What follows belongs to an exercise in optimizing a design on an open flow for small area; a production flow would make more cautious choices.
Power is estimated from default activity; no workload was simulated.

==> inputs of indigo <==
==> flow/design.v <==
module osc4_audio (
    input  wire        clk,
    input  wire        rst,
    input  wire        cmd_valid,
    output wire        cmd_ready,
    input  wire [31:0] cmd_word,
    output wire [15:0] level_a,
    output wire [15:0] level_b,
    output wire        fault,
    output wire [1:0]  cause,
    output wire [31:0] fault_op
);
    localparam [23:0] KSL    = {6'd11, 6'd11, 6'd52, 6'd63};
    localparam [15:0] DEC_M  = 16'd871;     
    reg [5:0] cnt;
    reg       clr;         
    reg       tick_r;      
    reg       setf_r;      
    reg       decay_r;     
    reg [1:0] v_r;         
    assign cmd_ready = (cnt == 6'd0);
    wire c0  = (cnt == 6'd0);
    wire c1  = (cnt == 6'd1);
    wire c41 = (cnt == 6'd41);
    wire c11 = (cnt == 6'd11);
    wire c24 = (cnt == 6'd24);
    wire c25 = (cnt == 6'd25);
    wire c31 = (cnt == 6'd31);
    wire c63 = (cnt == 6'd63);
    wire short_f   = !tick_r && !setf_r && !clr;
    wire frame_end = c63 || (c31 && short_f);
    wire [3:0]  op  = cmd_word[31:28];
    wire [3:0]  sel = cmd_word[27:24];
    wire [23:0] imm = cmd_word[23:0];
    reg reserved;
    always @(*) begin
        case (op)
            4'h1, 4'h2: reserved = 1'b0;
            4'h3:       reserved = (imm[23:2] != 22'd0);
            4'h4, 4'h7: reserved = (cmd_word[27:0] != 28'd0);
            4'h5:       reserved = (sel > 4'd2);
            4'h6:       reserved = (sel != 4'd0);
            4'h8:       reserved = (sel != 4'd0) || (imm[23:4] != 20'd0);
            4'h9:       reserved = (sel != 4'd0) || (imm[23:3] != 21'd0);
            default:    reserved = 1'b1;
        endcase
    end
    wire is_voice_op = (op == 4'h1) || (op == 4'h2) || (op == 4'h3);
    wire bad_voice   = is_voice_op && (sel >= 4'd4);
    wire [11:0] cap  = imm[23:12];
    wire cap_hi0 = (cap[11:6] == 6'd0);
    wire lt54    = cap_hi0 && !(cap[5] && cap[4] && (cap[3] || (cap[2] && cap[1])));
    wire lt9     = cap_hi0 && !cap[5] && !cap[4] && !(cap[3] && (cap[2] || cap[1] || cap[0]));
    wire bad_cap     = (op == 4'h5) && ((sel == 4'd0) ? lt54 : lt9);
    wire do_fault    = reserved || bad_voice || bad_cap;
    wire [1:0] fault_cause = reserved ? 2'd3 : bad_voice ? 2'd2 : 2'd1;
    wire fault_e;
    wire acc_tok = cmd_valid && c0 && !fault && !rst;    
    wire f_wr    = acc_tok && do_fault;
    wire exec    = acc_tok && !do_fault;
    always @(posedge clk) begin
        if (rst) begin
            cnt     <= 6'd1;
            clr     <= 1'b1;
            tick_r  <= 1'b0;
            setf_r  <= 1'b0;
            decay_r <= 1'b0;
            v_r     <= 2'd0;
        end else begin
            cnt <= (c31 && short_f) ? 6'd0 : cnt + 6'd1;
            if (c63) clr <= 1'b0;
            if (c0) begin
                tick_r  <= exec && (op == 4'h8);
                setf_r  <= exec && (op == 4'h1);
                decay_r <= exec && (op == 4'h4);
                v_r     <= sel[1:0];
            end
        end
    end
    reg [31:0] F;
    wire f_ld = acc_tok;
    wire f_lh = acc_tok && do_fault;     
    wire f_kp = !rst && !acc_tok && !(frame_end && !fault_e);
    always @(posedge clk)
        F <= ({{f_ld, {8{f_lh}}, {23{f_ld}}}} & {cmd_word[0], cmd_word[31:1]}) | ({32{f_kp}} & {F[0], F[31:1]});
    assign fault_op = F;
    wire [5:0] new_vol = imm[23] ? 6'd0 : imm[5:0];
    wire w1_32  = (cnt >= 6'd1)  && (cnt <= 6'd32);
    wire le24   = (cnt <= 6'd24);
    wire w9_32  = (cnt >= 6'd9)  && (cnt <= 6'd32);
    wire w10_33 = (cnt >= 6'd10) && (cnt <= 6'd33);
    wire ge25   = (cnt >= 6'd25);
    wire setf_wr = setf_r && (cnt >= 6'd25) && (cnt <= 6'd49);
    wire [15:0] DEC_T = {DEC_M[14:0], 1'b0} & 16'h07fe;    
    wire dec_bit = (cnt[5:4] == 2'd0) && DEC_T[cnt[3:0]];
    wire lw0 = tick_r && (cnt >= 6'd25) && (cnt <= 6'd31);
    wire lw1 = tick_r && (cnt >= 6'd32) && (cnt <= 6'd38);
    wire lw2 = tick_r && (cnt >= 6'd39) && (cnt <= 6'd40);
    wire [3:0] sgate;
    assign sgate[0] = !cnt[5];
    assign sgate[1] = (cnt[5:3] != 3'd0) && !(cnt[5] && (cnt[4] || cnt[3]));
    assign sgate[2] = cnt[5] ^ cnt[4];
    assign sgate[3] = cnt[5] ^ cnt[4];
    wire [3:0] smp;
    wire       mixbit;
    wire       pbit;
    wire [15:0] lvl;
    genvar g;
    generate
        for (g = 0; g < 4; g = g + 1) begin : voice
            reg [31:0] P;       
            reg [31:0] S;       
            reg [5:0]  vol;
            reg [1:0]  kind;
            reg        carry, dec, nzg, borrow, seen;
            reg [5:0]  acc;
            wire sel_me = (cmd_word[25:24] == g);
            wire set_v = exec && op == 4'h2 && sel_me;
            wire set_w = exec && op == 4'h3 && sel_me;
            wire dec_v = decay_r && c11 && (g < 2) && !rst;
            wire v_imm = set_v && !imm[23];
            wire v_hld = !rst && !set_v && !dec_v;
            wire k_hld = !rst && !set_w;
            always @(posedge clk) begin
                vol  <= ({6{v_imm}} & imm[5:0]) | ({6{dec_v}} & acc) | ({6{v_hld}} & vol);
                kind <= ({2{set_w}} & imm[1:0]) | ({2{k_hld}} & kind);
            end
            wire b24  = P[0];
            wire s24  = S[0];
            wire z7   = (P[7:1] == 7'd0);
            wire o7   = (P[7:1] == 7'h7f);
            wire mid  = b24 ? o7 : z7;
            wire zsum = carry ? (s24 ? (o7 && !b24) : (o7 && b24))
                              : (s24 ? (o7 && b24)  : (z7 && !b24));
            wire pfz  = carry ? (s24 ? o7 : mid) : (s24 ? mid : z7);
            wire cond = !zsum;
            wire y    = le24 ? S[0] : c25 ? (S[0] ^ cond) : dec;
            wire sum  = P[0] ^ y ^ carry;
            wire cout = (P[0] & y) | (P[0] & carry) | (y & carry);
            always @(posedge clk) begin
                carry <= !c0 && cout;
                if (c25) dec <= cond && !S[0];
            end
            wire p_add = !clr && tick_r && w1_32;
            wire p_rot = !clr && !(tick_r && w1_32);
            always @(posedge clk)
                P <= {(p_add && sum) || (p_rot && P[0]), P[31:1]};
            wire s_wr  = !clr && setf_wr && v_r == g;
            wire s_rot = !clr && !(setf_wr && v_r == g);
            wire s7_in = (s_wr && pbit) || (s_rot && S[8]);
            if (g == 0) begin : lv
                always @(posedge clk)
                    S <= {S[0], S[31:9], s7_in, S[7:2], lw0 ? mixbit : S[1]};
                assign lvl[6:0] = {S[0], S[31:26]};
            end else if (g == 1) begin : lv
                always @(posedge clk)
                    S <= {S[0], S[31:27], lw1 ? mixbit : S[26], S[25:9], s7_in, S[7:1]};
                assign lvl[13:7] = {S[0], S[31:26]};
            end else if (g == 2) begin : lv
                always @(posedge clk)
                    S <= {S[0], S[31:20], lw2 ? mixbit : S[19], S[18:9], s7_in, S[7:1]};
                assign lvl[15:14] = S[27:26];
            end else begin : lv
                always @(posedge clk)
                    S <= {S[0], S[31:29], f_wr || S[28], f_wr ? fault_cause[1] : S[27],
                          f_wr ? fault_cause[0] : S[26], S[25:9], s7_in, S[7:1]};
                assign fault   = S[28];
                assign cause   = S[27:26];
                assign fault_e = S[29];
            end
            wire [5:0] a = setf_r ? KSL[6*g +: 6] : vol;
            wire p31   = P[31];               
            wire accnz = (acc != 6'd0);
            wire gt    = !pfz || (p31 && accnz);
            wire sqf   = !pfz || (p31 && nzg);
            wire rnd   = F[g + 7];
            wire base  = w10_33 && p31;
            wire fin = kind[1] ? (kind[0] ? (c25 && rnd) : (base ^ borrow))
                               : (kind[0] ? (w9_32 && sum) : (c25 && sqf));
            wire fin_s = sgate[g] && F[28 - 6 * g];
            wire fin_d = (g < 2) && dec_bit;
            wire in = (tick_r && fin) || (setf_r && fin_s) || (decay_r && fin_d);
            wire [5:0] opd = a & {6{in}};
            wire [6:0] mcy;
            wire [5:0] msum;
            assign mcy[0] = 1'b0;
            genvar b;
            for (b = 0; b < 6; b = b + 1) begin : madd
                assign msum[b]  = acc[b] ^ opd[b] ^ mcy[b];
                assign mcy[b+1] = (acc[b] & opd[b]) | (acc[b] & mcy[b]) | (opd[b] & mcy[b]);
            end
            wire [6:0] sacc = {mcy[6], msum};
            always @(posedge clk) acc <= sacc[6:1];
            wire ng = tick_r && kind[1] && !kind[0] && gt;
            always @(posedge clk) begin
                nzg    <= c1 ? 1'b0 : le24 ? (nzg || p31) : c25 ? ng : nzg;
                borrow <= c25 ? ng : (!c41 && borrow && !base);
                seen   <= ge25 && (seen || sacc[0]);
            end
            assign smp[g] = sacc[0] ^ (nzg && seen);
        end
    endgenerate
    reg mc1, mc2, mc3;
    wire m1  = smp[0] ^ smp[1] ^ mc1;
    wire m1c = (smp[0] & smp[1]) | (smp[0] & mc1) | (smp[1] & mc1);
    wire m2  = m1 ^ smp[2] ^ mc2;
    wire m2c = (m1 & smp[2]) | (m1 & mc2) | (smp[2] & mc2);
    wire m3  = m2 ^ smp[3] ^ mc3;
    wire m3c = (m2 & smp[3]) | (m2 & mc3) | (smp[3] & mc3);
    wire mclr = c0 || (tick_r && c24);
    always @(posedge clk) begin
        mc1 <= !mclr && m1c;
        mc2 <= !mclr && m2c;
        mc3 <= !mclr && m3c;
    end
    assign mixbit = m3;
    assign pbit   = m3;
    assign level_a = lvl;
    assign level_b = lvl;
endmodule
==> flow/flow/run.sh <==
#!/bin/bash
set -euo pipefail
export BUFFER_PORTS_ARGS="-buffer_cell sky130_fd_sc_hd__buf_1"
export CTS_ARGS="-sink_clustering_enable -repair_clock_nets -dont_use_dummy_load -buf_list sky130_fd_sc_hd__clkbuf_16 -sink_clustering_size 30 -sink_clustering_max_diameter 80"
bash standard.sh finish > standard_flow.log 2>&1
==> flow/standard.sh <==
#!/bin/bash
# synth_recipe.tcl (not shown) runs the flow's synth.tcl, then flattens the netlist and writes it again
# the make line also repeats each setting of config.mk as NAME=value (left out here)
make -C /OpenROAD-flow-scripts/flow DESIGN_CONFIG=/design/flow/config.mk WORK_HOME=/design/flow/orfs CLKGATE_MAP_FILE= SYNTH_SCRIPT=/design/flow/synth_recipe.tcl "${@:-finish}"
==> flow/config.mk <==
export PLATFORM = sky130hd
export DESIGN_NAME = osc4_audio
export DESIGN_NICKNAME = osc4_audio
export VERILOG_FILES = /design/flow/design.v
export SDC_FILE = /design/flow/constraint.sdc
export NUM_CORES = 4
export LEC_CHECK = 0
export CAP_MARGIN = 20
export CORE_MARGIN = 2
export CORE_UTILIZATION = 40
export CTS_BUF_LIST = sky130_fd_sc_hd__clkbuf_16
export CTS_CLUSTER_DIAMETER = 80
export CTS_CLUSTER_SIZE = 30
export SLEW_MARGIN = 20
==> flow/constraint.sdc <==
create_clock -name core_clock -period 15.0 [get_ports {clk}]
set_input_delay 3.0000 -clock core_clock [delete_from_list [all_inputs] [get_ports {clk}]]
set_output_delay 3.0000 -clock core_clock [all_outputs]
set_load 0.01 [all_outputs]
==> lagoon: changes against indigo <==
==> flow/flow/run.sh (replaced) <==
#!/bin/bash
set -euo pipefail
export BUFFER_PORTS_ARGS="-buffer_cell sky130_fd_sc_hd__buf_1"
export CTS_ARGS="-sink_clustering_enable -repair_clock_nets -dont_use_dummy_load -buf_list sky130_fd_sc_hd__clkbuf_16 -sink_clustering_size 40 -sink_clustering_max_diameter 60"
bash standard.sh finish > standard_flow.log 2>&1
Settings changed: CORE_UTILIZATION 40 to 60, CTS_CLUSTER_DIAMETER 80 to 60, CTS_CLUSTER_SIZE 30 to 40.
==> notes <==
- Between lagoon and indigo, the lower global-route usage is in indigo (gap 6.9 points).
- Clock power: lagoon is higher than indigo (7.5%).
- In indigo the setup slack is worse than in lagoon, by 0.047 ns.
- Against indigo, the clock skew of lagoon is higher by 0.012 ns.
- Between lagoon and indigo, the lower core utilization is in indigo (gap 22 points).
- Against indigo, the first-iteration DRC count of lagoon is lower by about 9%.
- In indigo the combinational power is larger than in lagoon, by about 2%.
==> figures <==
Overall die width: lagoon 147.6 um; indigo 179.8 um
Layout fillers: lagoon 1581; indigo 2879
Register-to-register path setup slack: lagoon 8.96 ns; indigo 8.91 ns
Chip Height: lagoon 147.6 um; indigo 179.8 um
Wire length of the first global-routing pass: lagoon 38.26 mm; indigo 40.12 mm
Area of the core region: lagoon 20230 sq um; indigo 30510 sq um
Layout clock area frac: lagoon 0.03773; indigo 0.03189
Number of clock buffers inserted by TritonCTS: lagoon 20; indigo 17
Fraction of standard cell area that is sequential: lagoon 0.5750; indigo 0.5718
Net count reported at finish: lagoon 1203; indigo 1199
Power per Cell Area: lagoon 121.1 nW/um^2; indigo 117.7 nW/um^2
Routing usage on met2: lagoon 0.3447; indigo 0.2330
GR Util All Layers: lagoon 0.2202; indigo 0.1516
Outcome: lagoon no timing/DRC/antenna violations; indigo no timing/DRC/antenna violations
Worst vdd rail ir drop: lagoon 103.7 uV; indigo 84.74 uV
No run of this note included a check of the RTL's function; only the layout flow was run.

==> separate check: timing with driven ports <==
No port has a modelled driver above. Below, the same layouts with a new extraction and two added sets of constraints.
Step 1, drivers: a clkbuf_16 drives clk and a buf_2 each remaining input, both assumed.
Step 2 moves the port delays by t, midway between the first and last clock arrival at a register: inputs arrive t later, outputs are due t later. That takes back most of the time a late clock gives input paths.
Slacks: no drivers / after step 1 / after step 2; pairs: no drivers / after step 1.
run	shift t [ns]	slack for setup (ns)	worst setup path at the end
indigo	0.537	8.909 / 8.909 / 8.909	register to register
lagoon	0.550	8.955 / 8.955 / 8.955	register to register
After both steps every run listed still meets setup and hold.
